From an optimization exercise on the open Yosys and OpenROAD flow, aimed at small area; shortcuts taken in it are not production practice. Function was checked by simulation only, so behaviour that the tests miss may differ from the original. Power is estimated from default activity; no workload was simulated.

==> config.mk <==
export PLATFORM = sky130hd
export DESIGN_NAME = topo_discovery
export DESIGN_NICKNAME = topo_discovery
export VERILOG_FILES = /design/flow/design.v
export SDC_FILE = /design/flow/constraint.sdc
export NUM_CORES = 4
export LEC_CHECK = 0
export CAP_MARGIN = 5
export CORE_MARGIN = 2
export CORE_UTILIZATION = 55
export CTS_BUF_LIST = sky130_fd_sc_hd__clkbuf_4
export PLACE_DENSITY = 0.75
export SLEW_MARGIN = 5
==> flow/run.sh <==
#!/bin/bash
# Standard synthesis, then an area re-map of its combinational logic (same
# registers), then the standard layout with the smallest buffer on the ports.
set -euo pipefail
here=$(pwd)
res=$here/orfs/results/$FLOW_PLATFORM/topo_discovery/base

bash standard.sh synth > make_synth.log 2>&1

cp $res/1_2_yosys.v $here/1_2_yosys.standard.v
export REMAP_LIB=$FLOW_HOME/platforms/$FLOW_PLATFORM/lib/sky130_fd_sc_hd__tt_025C_1v80.lib
export REMAP_TOP=$FLOW_TOP
export REMAP_IN=$here/1_2_yosys.standard.v
export REMAP_OUT=$here/1_2_yosys.remap.v
export REMAP_SCRIPT=$here/flow/remap.abc
export REMAP_DONT_USE="$(sed -n '/DONT_USE_CELLS += /,/^#/p' $FLOW_HOME/platforms/$FLOW_PLATFORM/config.mk | grep -o 'sky130_fd_sc_hd__[a-z0-9_]*' | tr '\n' ' ')"
yosys -c flow/remap.tcl > yosys_remap.log 2>&1
cp $REMAP_OUT $res/1_2_yosys.v
rm -f $res/1_synth.odb $res/1_synth.sdc

bash standard.sh "BUFFER_PORTS_ARGS=-buffer_cell sky130_fd_sc_hd__buf_1" \
    "CTS_ARGS=-sink_clustering_enable -repair_clock_nets -dont_use_dummy_load -buf_list sky130_fd_sc_hd__clkbuf_8 -sink_clustering_size 20 -sink_clustering_max_diameter 60" \
    finish > make_finish.log 2>&1
==> constraint.sdc <==
create_clock -name core_clock -period 100.0 [get_ports {clk}]
set_input_delay 20.0000 -clock core_clock [delete_from_list [all_inputs] [get_ports {clk}]]
set_output_delay 20.0000 -clock core_clock [all_outputs]
set_load 0.01 [all_outputs]
==> standard.sh <==
#!/bin/bash
# synth_recipe.tcl (not shown) runs the flow's synth.tcl, then flattens the netlist and writes it again
# the make line also repeats each setting of config.mk as NAME=value (left out here)
make -C /OpenROAD-flow-scripts/flow DESIGN_CONFIG=/design/flow/config.mk WORK_HOME=/design/flow/orfs CLKGATE_MAP_FILE= SYNTH_SCRIPT=/design/flow/synth_recipe.tcl "${@:-finish}"
==> flow/remap.abc <==
strash; ifraig; scorr; dc2; strash; &get -n; &deepsyn -T 60; &dch -f; &nf -R 1000; &put
==> flow/remap.tcl <==
# Re-map the combinational logic of the standard synthesis netlist for area.
# Flip-flops and tie cells are kept as they are (same instances, names and
# cell types); only the gates between them are re-synthesized by ABC.
yosys -import
set lib $::env(REMAP_LIB)
read_liberty -ignore_miss_func $lib
foreach m [list sky130_fd_sc_hd__*df* sky130_fd_sc_hd__*dl* sky130_fd_sc_hd__conb_1] {
    yosys blackbox $m
}
read_verilog $::env(REMAP_IN)
hierarchy -top $::env(REMAP_TOP)
flatten
opt -purge
set du {}
foreach c $::env(REMAP_DONT_USE) { lappend du -dont_use $c }
abc -liberty $lib {*}$du -script $::env(REMAP_SCRIPT)
opt_clean -purge
# a second pass on the mapped gates finds a little more
abc -liberty $lib {*}$du -script $::env(REMAP_SCRIPT)
opt_clean -purge
hilomap -singleton -hicell sky130_fd_sc_hd__conb_1 HI -locell sky130_fd_sc_hd__conb_1 LO
insbuf -buf sky130_fd_sc_hd__buf_4 A X
opt_clean -purge
stat -liberty $lib
write_verilog -noattr -noexpr -nohex -nodec $::env(REMAP_OUT)
==> design.v <==
module topo_discovery (
    input  wire          clk,
    input  wire          rst,
    input  wire [15:0]   now,
    input  wire          hw_valid,
    input  wire [7:0]    hw_len,
    input  wire [23:0]   hw_data,
    input  wire          hr_valid,
    output reg  [7:0]    hr_data,
    output wire          sel_n,
    output reg           xf_valid,
    output wire [4:0]    xf_len,
    output wire [71:0]   xf_tx,
    input  wire [71:0]   xf_rx,
    output reg           irq_n
);
    localparam [2:0] S_READY  = 3'd0;
    localparam [2:0] S_PRE    = 3'd1;
    localparam [2:0] S_POST   = 3'd2;
    localparam [2:0] S_UPDATE = 3'd3;
    localparam [2:0] S_PACE   = 3'd4;
    localparam [2:0] S_FAULT  = 3'd5;
    localparam [1:0] B_IDLE   = 2'd0;
    localparam [1:0] B_ACTIVE = 2'd1;
    localparam [1:0] B_AWAIT  = 2'd2;
    localparam [1:0] B_AVAIL  = 2'd3;
    reg [13:0]  prev_now;
    reg [2:0]   st;
    reg         sf;             
    reg [3:0]   cnt;            
    reg         lz;             
    reg [4:0]   e_eng;          
    reg [15:0]  pace_e;         
    reg [63:0]  mask;
    reg [63:0]  bank_a;
    reg [63:0]  bank_b;
    reg         cur;            
    reg [111:0] qm;             
    reg [4:0]   wptr;           
    reg [4:0]   cptr;           
    reg [4:0]   rptr;
    reg         pend;           
    reg         upd;            
    reg         win;            
    reg         first;
    reg [4:0]   ptr;            
    reg [4:0]   lim;            
    reg [1:0]   br_state;
    reg         active;
    reg         armed;
    reg [7:0]   reply;
    reg [5:0]   e_br;           
    wire [13:0] delta = now[13:0] - prev_now;
    wire        open  = (delta != 14'd0);
    wire        dbig5 = |delta[13:5];
    wire        dbig6 = |delta[13:6];
    wire [5:0]  e_eng_sum = {1'b0, e_eng} + {1'b0, delta[4:0]};
    wire [4:0]  e_eng_cur = (dbig5 | e_eng_sum[5]) ? 5'd31 : e_eng_sum[4:0];
    wire [6:0]  e_br_sum  = {1'b0, e_br} + {1'b0, delta[5:0]};
    wire [5:0]  e_br_now  = (dbig6 | e_br_sum[6]) ? 6'd63 : e_br_sum[5:0];
    wire [15:0] pace_cur  = pace_e + {2'b00, delta};
    wire        pace_exp  = ~pace_cur[15];
    wire [3:0] n_nodes = sf ? cnt : 4'd0;
    reg  [7:0] nvalid;              
    integer i;
    always @* begin
        for (i = 0; i < 8; i = i + 1)
            nvalid[i] = (i < n_nodes);
    end
    wire st_old = (st == S_POST) || (st == S_UPDATE);
    wire sbank  = cur ^ st_old;
    wire        upd_step = open && sf && (st == S_UPDATE);
    wire        commit   = upd || upd_step;
    wire [4:0]  lim_eff  = upd ? lim : {~rptr[4], rptr[3:0]};
    wire [4:0]  room     = lim_eff - wptr;
    wire [31:0] wa = win ? bank_a[63:32] : bank_a[31:0];
    wire [31:0] wb = win ? bank_b[63:32] : bank_b[31:0];
    wire [3:0]  wv = win ? nvalid[7:4] : nvalid[3:0];
    reg  [31:0] v;
    reg  [31:0] m1, m2, m3, m4;     
    reg  [4:0]  t;
    integer c, bt;
    always @* begin
        for (c = 0; c < 32; c = c + 1)
            v[c] = pend && wv[c/8] && (wa[c] ^ wb[c]) && (first || (c > ptr));
        t = 5'b00001;
        for (c = 0; c < 32; c = c + 1) begin
            t[4] = t[4] | (v[c] & t[3]);
            t[3] = t[3] | (v[c] & t[2]);
            t[2] = t[2] | (v[c] & t[1]);
            t[1] = t[1] | v[c];
            m1[c] = t[1]; m2[c] = t[2]; m3[c] = t[3]; m4[c] = t[4];
        end
    end
    reg [4:0] idx0, idx1, idx2, idx3;
    always @* begin
        idx0 = 5'd0; idx1 = 5'd0; idx2 = 5'd0; idx3 = 5'd0;
        for (bt = 4; bt >= 0; bt = bt - 1) begin
            idx0[bt] = ~m1[(idx0 >> (bt+1) << (bt+1)) | ((1 << bt) - 1)];
            idx1[bt] = ~m2[(idx1 >> (bt+1) << (bt+1)) | ((1 << bt) - 1)];
            idx2[bt] = ~m3[(idx2 >> (bt+1) << (bt+1)) | ((1 << bt) - 1)];
            idx3[bt] = ~m4[(idx3 >> (bt+1) << (bt+1)) | ((1 << bt) - 1)];
        end
    end
    wire nb0 = wa[idx0];
    wire nb1 = wa[idx1];
    wire nb2 = wa[idx2];
    wire nb3 = wa[idx3];
    wire [3:0] lv;                  
    assign lv[0] = t[1] && (room != 5'd0);
    assign lv[1] = t[2] && (room >  5'd1);
    assign lv[2] = t[3] && (room >  5'd2);
    assign lv[3] = t[4] && (room >  5'd3);
    wire [2:0] nlv = lv[3] ? 3'd4 : lv[2] ? 3'd3 : lv[1] ? 3'd2 : lv[0] ? 3'd1 : 3'd0;
    wire [4:0] ptr_take = lv[3] ? idx3 : lv[2] ? idx2 : lv[1] ? idx1 : idx0;
    wire       win_done = !t[4] && (lv == t[4:1]);
    wire       pend_k   = pend && !(win_done && win) &&
                          !(commit && room == {2'b00, nlv});
    wire [6:0] ev0 = {nb0 ^ cur, win, idx0};
    wire [6:0] ev1 = {nb1 ^ cur, win, idx1};
    wire [6:0] ev2 = {nb2 ^ cur, win, idx2};
    wire [6:0] ev3 = {nb3 ^ cur, win, idx3};
    reg [27:0] rot;
    integer j;
    always @* begin
        for (j = 0; j < 4; j = j + 1)
            case ((j - wptr[1:0]) & 2'd3)
                2'd0: rot[7*j +: 7] = ev0;
                2'd1: rot[7*j +: 7] = ev1;
                2'd2: rot[7*j +: 7] = ev2;
                default: rot[7*j +: 7] = ev3;
            endcase
    end
    wire [15:0] wdec = 16'd1 << wptr[3:0];
    wire [15:0] qwe  = ({16{lv[0]}} & wdec) |
                       ({16{lv[1]}} & {wdec[14:0], wdec[15]}) |
                       ({16{lv[2]}} & {wdec[13:0], wdec[15:14]}) |
                       ({16{lv[3]}} & {wdec[12:0], wdec[15:13]});
    wire       q_was_empty = (cptr == rptr);
    wire [6:0] q_head = (wptr == rptr) ? ev0 : qm[7*rptr[3:0] +: 7];
    wire [7:0] cmd      = hw_data[7:0];
    wire [7:0] node_arg = hw_data[15:8];
    wire w_count   = hw_valid && cmd == 8'h03 && hw_len >= 8'd1;
    wire w_mask    = hw_valid && cmd == 8'h05 && hw_len >= 8'd3 && node_arg < 8'd8;
    wire w_sensors = hw_valid && cmd == 8'h06 && hw_len >= 8'd2 && node_arg < 8'd8;
    wire w_on      = hw_valid && cmd == 8'h09 && hw_len >= 8'd1;
    wire w_off     = hw_valid && cmd == 8'h0A && hw_len >= 8'd1;
    wire [63:0] sbits = sbank ? bank_b : bank_a;
    wire [7:0]  sbyte = nvalid[node_arg[2:0]] ? sbits[8*node_arg[2:0] +: 8] : 8'hFF;
    reg [15:0] rx_zero;
    integer z;
    always @* begin
        rx_zero = 16'd0;
        for (z = 1; z <= 9; z = z + 1)
            rx_zero[z] = (xf_rx[8*(z-1) +: 8] == 8'h00);
    end
    reg [2:0]  st_n;
    reg        sf_n;
    reg [3:0]  cnt_n;
    reg        lz_n;
    reg [4:0]  e_eng_n;
    reg [15:0] pace_e_n;
    reg [7:0]  mask_we;
    reg        mask_def;
    reg        exch;
    reg        pend_n, upd_n, win_n, first_n;
    reg [4:0]  ptr_n;
    reg [4:0]  wptr_n, cptr_n, rptr_n;
    reg [1:0]  br_state_n;
    reg        active_n, armed_n;
    reg [7:0]  reply_n;
    reg [5:0]  e_br_n;
    reg        irq_n_n;
    reg [7:0]  hr_data_n;
    reg        q_empty, pop;
    always @* begin
        st_n = st; sf_n = sf; cnt_n = cnt; lz_n = lz; e_eng_n = e_eng_cur;
        pace_e_n = pace_cur; mask_we = 8'd0; mask_def = 1'b0; exch = 1'b0;
        pend_n = pend_k; upd_n = commit; win_n = win; first_n = first;
        ptr_n = ptr; wptr_n = wptr; cptr_n = cptr; rptr_n = rptr;
        br_state_n = br_state; active_n = active; armed_n = armed;
        reply_n = reply; e_br_n = e_br_now; irq_n_n = irq_n; hr_data_n = hr_data;
        pop = 1'b0;
        if (w_count && !active) begin
            reply_n = {4'd0, n_nodes};
            armed_n = 1'b1;
        end
        if (w_mask)
            mask_we[node_arg[2:0]] = 1'b1;
        if (w_sensors && !active) begin
            reply_n = sbyte;
            armed_n = 1'b1;
        end
        if (w_on)  active_n = 1'b1;
        if (w_off) active_n = 1'b0;
        hr_data_n = reply_n;
        if (hr_valid) begin
            armed_n   = 1'b0;
            e_br_n    = 6'd0;
            if (q_was_empty)
                irq_n_n = 1'b1;
        end
        if (open) begin
            case (st)
                S_READY: begin
                    e_eng_n = 5'd0;
                    st_n    = S_PRE;
                end
                S_PRE: begin
                    if (e_eng_cur >= 5'd10) begin
                        exch    = 1'b1;
                        lz_n    = rx_zero[cnt];
                        e_eng_n = 5'd0;
                        st_n    = S_POST;
                    end
                end
                S_POST: begin
                    if (e_eng_cur >= 5'd20)
                        st_n = S_UPDATE;
                end
                S_UPDATE: begin
                    if (sf) begin
                        st_n = S_PACE;
                    end else if (lz) begin
                        if (cnt == 4'd1) begin
                            st_n = S_FAULT;
                        end else begin
                            cnt_n     = cnt - 4'd1;
                            sf_n      = 1'b1;
                            mask_def  = 1'b1;
                            pace_e_n  = -16'd50;
                            st_n      = S_PACE;
                        end
                    end else if (cnt <= 4'd8) begin
                        cnt_n = cnt + 4'd1;
                        st_n  = S_READY;
                    end else begin
                        st_n = S_FAULT;
                    end
                end
                S_PACE: begin
                    if (pace_exp) begin
                        pace_e_n  = -16'd50;
                        st_n      = S_READY;
                    end
                end
                default: ;
            endcase
        end
        wptr_n = wptr + {2'b00, nlv};
        if (nlv != 3'd0) begin
            first_n = 1'b0;
            ptr_n   = ptr_take;
        end
        if (win_done && !win) begin
            win_n   = 1'b1;
            first_n = 1'b1;
        end
        if (commit)
            cptr_n = wptr_n;
        if (exch && sf) begin         
            pend_n  = 1'b1;
            upd_n   = 1'b0;
            win_n   = 1'b0;
            first_n = 1'b1;
        end
        q_empty = (cptr_n == rptr);
        if (open) begin
            case (br_state)
                B_IDLE: begin
                    if (active_n) begin
                        br_state_n = B_ACTIVE;
                    end else if (armed_n) begin
                        e_br_n     = 6'd0;
                        br_state_n = B_AWAIT;
                    end
                end
                B_ACTIVE: begin
                    if (!active_n) begin
                        br_state_n = B_IDLE;
                    end else if (!q_empty) begin
                        pop        = 1'b1;
                        br_state_n = B_AVAIL;
                    end
                end
                B_AWAIT: begin
                    if (e_br_n >= 6'd50) begin
                        armed_n    = 1'b0;
                        reply_n    = 8'h00;
                        br_state_n = active_n ? B_ACTIVE : B_IDLE;
                    end
                end
                B_AVAIL: begin
                    if (e_br_n >= 6'd50) begin
                        armed_n    = 1'b0;
                        reply_n    = 8'h00;
                        br_state_n = B_ACTIVE;
                    end else if (!armed_n && !q_empty) begin
                        pop = 1'b1;
                    end
                end
            endcase
        end
        if (pop) begin
            reply_n = {q_head[6], 1'b0, q_head[5:0]};
            rptr_n  = rptr + 5'd1;
            armed_n = 1'b1;
            irq_n_n = 1'b0;
            e_br_n  = 6'd0;
        end
    end
    wire [7:0] mask_d = mask_def ? 8'h03 : sf ? hw_data[23:16] : 8'h00;
    assign sel_n  = (st != S_PRE);
    assign xf_len = {1'b0, cnt};
    assign xf_tx  = {mask[7:0], mask};
    always @(posedge clk) begin
        prev_now <= now[13:0];
        if (rst) begin
            st       <= S_READY;
            sf       <= 1'b0;
            cnt      <= 4'd1;
            xf_valid <= 1'b0;
            wptr     <= 5'd0;
            cptr     <= 5'd0;
            rptr     <= 5'd0;
            pend     <= 1'b0;
            upd      <= 1'b1;
            cur      <= 1'b0;
            br_state <= B_IDLE;
            active   <= 1'b0;
            armed    <= 1'b0;
            reply    <= 8'h00;
            irq_n    <= 1'b1;
        end else begin
            st       <= st_n;
            sf       <= sf_n;
            cnt      <= cnt_n;
            xf_valid <= exch;
            wptr     <= wptr_n;
            cptr     <= cptr_n;
            rptr     <= rptr_n;
            pend     <= pend_n;
            upd      <= upd_n;
            cur      <= cur ^ exch;
            br_state <= br_state_n;
            active   <= active_n;
            armed    <= armed_n;
            reply    <= reply_n;
            irq_n    <= irq_n_n;
        end
    end
    integer b, k;
    always @(posedge clk) begin
        lz      <= lz_n;
        e_eng   <= e_eng_n;
        pace_e  <= pace_e_n;
        e_br    <= e_br_n;
        first   <= first_n;
        win     <= win_n;
        ptr     <= ptr_n;
        lim     <= lim_eff;
        hr_data <= hr_data_n;
        if (exch) begin
            if (cur) bank_a <= xf_rx[63:0];
            else     bank_b <= xf_rx[63:0];
        end
        for (b = 0; b < 8; b = b + 1)
            if ((mask_def && (b + 1 < cnt)) || !sf || mask_we[b])
                mask[8*b +: 8] <= mask_d;
        for (k = 0; k < 16; k = k + 1)
            if (qwe[k])
                qm[7*k +: 7] <= rot[7*(k%4) +: 7];
    end
endmodule
==> flow_summary.yaml <==
run_status:
  status: "no timing/DRC/antenna violations"
min_path:
  holdCritPathClass: "reg2reg"
  hold_start: "irq_n"
synth:
  synth-warning-count: 1
  syn-num-nets: 2158
  syn_area_per_cell_um2: 10.27
  syn_area_um2: 20900
  synth_cells: 2034
pwr:
  cellPowerDensity_nw_per_um2: 14.94
  vdd_drop_max_mv: 0.01474
  p_leak_nw: 7.980
sta:
  worstMarginPinSlew_ns: 1.334
  fin_crit_ns: 27.93
  setup_tns_ns: 0
  finalMaxSlewViolations: 0
  setup_violations: 0
  timing.hold.ws_ns: 0.4955
  rsz0062_at_grt: "no"
  hold_violations: 0
  period_share: 0.2793
  fmax_mhz: 35.81
  timing.slew.headroom: 0.1056
  fin_worst_skew_ns: 0.1556
finish:
  drive_above_1_share: 0.03570
  n_fill_cell: 3170
  instances_no_fill: 2809
  regArea_um2: 11230
  layout.nets: 2423
  final_common_cell: "edfxtp_1"
  multi_input_area_um2: 9295
  final_cell_mix: "310 x edfxtp_1, 215 x nand2_1, 213 x nor2_1"
  finish.instance_area_um2: 22950
  syn_to_final_growth_pct: 9.832
clock_tree:
  path_clk_slew_ns: 0.10
  cts_tree: "yes"
  post_cts_resized: 0
  clockRootBuffer: "clkbuf_8"
  cts_inserted_buffers: 30
  postCtsSetupRepairBufs: 0
  clkLatencyLatePin_ns: 0.69
  cts.sinks: 406
  clockBufferDepth: 3
  htreeDepth: 1
  hold_buffers: 0
global_route:
  antenna_found_initial: 0
  grt_usage: 0.3528
  grt_first_pass_wirelength_um: 103700
  grt_max_degree: 74
  overflow: 0
  grt_pass1_vias: 17230
floorplanning:
  ios: 212
  start_util: 0.5561
  dieArea_um2: 39570
  core_area_um2: 37580
  fp-row-count: 71
  die_y_um: 198.9
  die_width_um: 198.9
setup_path:
  timing.rr.start: "win"
  cp.required_ns: 100.56
  slowest_delay_ns: 0.85
  worst-setup-path-type: "in2reg"
  cp_slowest_cell: "o21ai_0"
  cpMostUsedCell: "o21ai_0"
  critPathCaptureType: "flop"
  startpoint: "now[1]"
  cp.arrival_ns: 28.49
  cp_max_fo: 12
  cp-start-kind: "primary input"
drt:
  ant_nets: 0
  vias_per_cell: 6.642
  vias: 18660
  wl_um: 70610
  drtPass1Iterations: 8
  drt-initial-drc-count: 2331
  detail_route.wl_per_cell_um: 25.14
  drc_errors: 0
placement:
  dpl.cell_count: 2778
  place_area_um2: 22540
  place.gp.congestion: 1.040
  hpwlAfterDp_um: 53020
  port_buffers: 208
job:
  maxCapViolations: 0
power by group:
| part | internal, W | total, W | switching, W |
|---|---|---|---|
| Combinational | 0.0000253 | 0.0000656 | 0.0000402 |
| Clock | 0.0000266 | 0.0000763 | 0.0000497 |
| Sequential | 0.000194 | 0.000201 | 0.00000732 |
| Total | 0.000246 | 0.000343 | 0.0000973 |
flip-flops by register name, indices dropped and copies added, names as in the netlist, 5 cells and up:
name	cells
qm	112
bank_a	64
bank_b	64
mask	64
pace_e	16
prev_now	14
hr_data	8
reply	8
e_br	6
cptr	5
e_eng	5
lim	5
ptr	5
rptr	5
wptr	5
critical path: cells and delay by family:
kind / cells / cell delay, ns
adder cells (fa/ha/maj): 4 / 1.47
AO/OA/AOI/OAI: 12 / 3.41
AND/OR/NAND/NOR: 15 / 2.96
XOR/XNOR: 2 / 0.34
buffers and inverters: 2 / 0.31
through the flow:
step / total power, W / worst slack, ns / utilization
finish: 0.0003429 / 72.07 / 0.6108
global route: 0.0003554 / 71.06 / 0.6107
CTS: 0.0003418 / 72.15 / 0.6107
detailed placement: 0.0002685 / 71.46 / 0.5997
global placement: 0.0002658 / 71.59 / 0.5997
floorplan: 0.0002488 / 72.22 / -
layout make-up:
class,instances,area share
flip-flops and latches,406,0.4895
multi-input cells,1543,0.4050
repair buffers,254,0.04906
well taps,511,0.02786
clock buffers,30,0.01799
inverters,64,0.01047
diodes,1,0.0001090
path summary, 6_finish.rpt:
path               to  slack, ns  cells after the start
max          reply[1]      72.07                     35
min             irq_n       0.50                      2
max reg2reg  reply[1]      85.23                     50
min reg2reg     irq_n       0.50                      2
metal layers:
metal,up-vias,wire [um],track usage,part of all wire
met5,-,0,0,0
met1,9018,28130,0.4910,0.40
li1,8249,-,-,-
met2,1208,31880,0.5615,0.45
met3,183,7956,0.05680,0.11
met4,0,2640,0.1255,0.037

-- static timing again, ports no longer ideal --
The flow's constraints put no driver on any port. The routed layout listed below was extracted and timed again, unchanged, in two steps. Step 1 assumes that a clkbuf_16 drives the clock port and a buf_2 every other input. Step 2 times the ports against the registers' clock, not the clock port: input delays grow and output delays shrink by t, the midpoint of the rising clock arrivals with the driver on. Three values: ideal, step 1, step 2; two values: the first two.
shift t [ns]: 0.668
setup WS [ns]: 72.073 / 72.104 / 71.436
hold slack, ns: 0.495 / 0.495 / 0.495
worst setup path after step 2: input to register
cell pins on the clock port's net: 1
After both steps setup and hold are still met in this run. For this run, drivers alone change the setup slack by +0.031 ns; drivers and shift together by -0.637 ns.
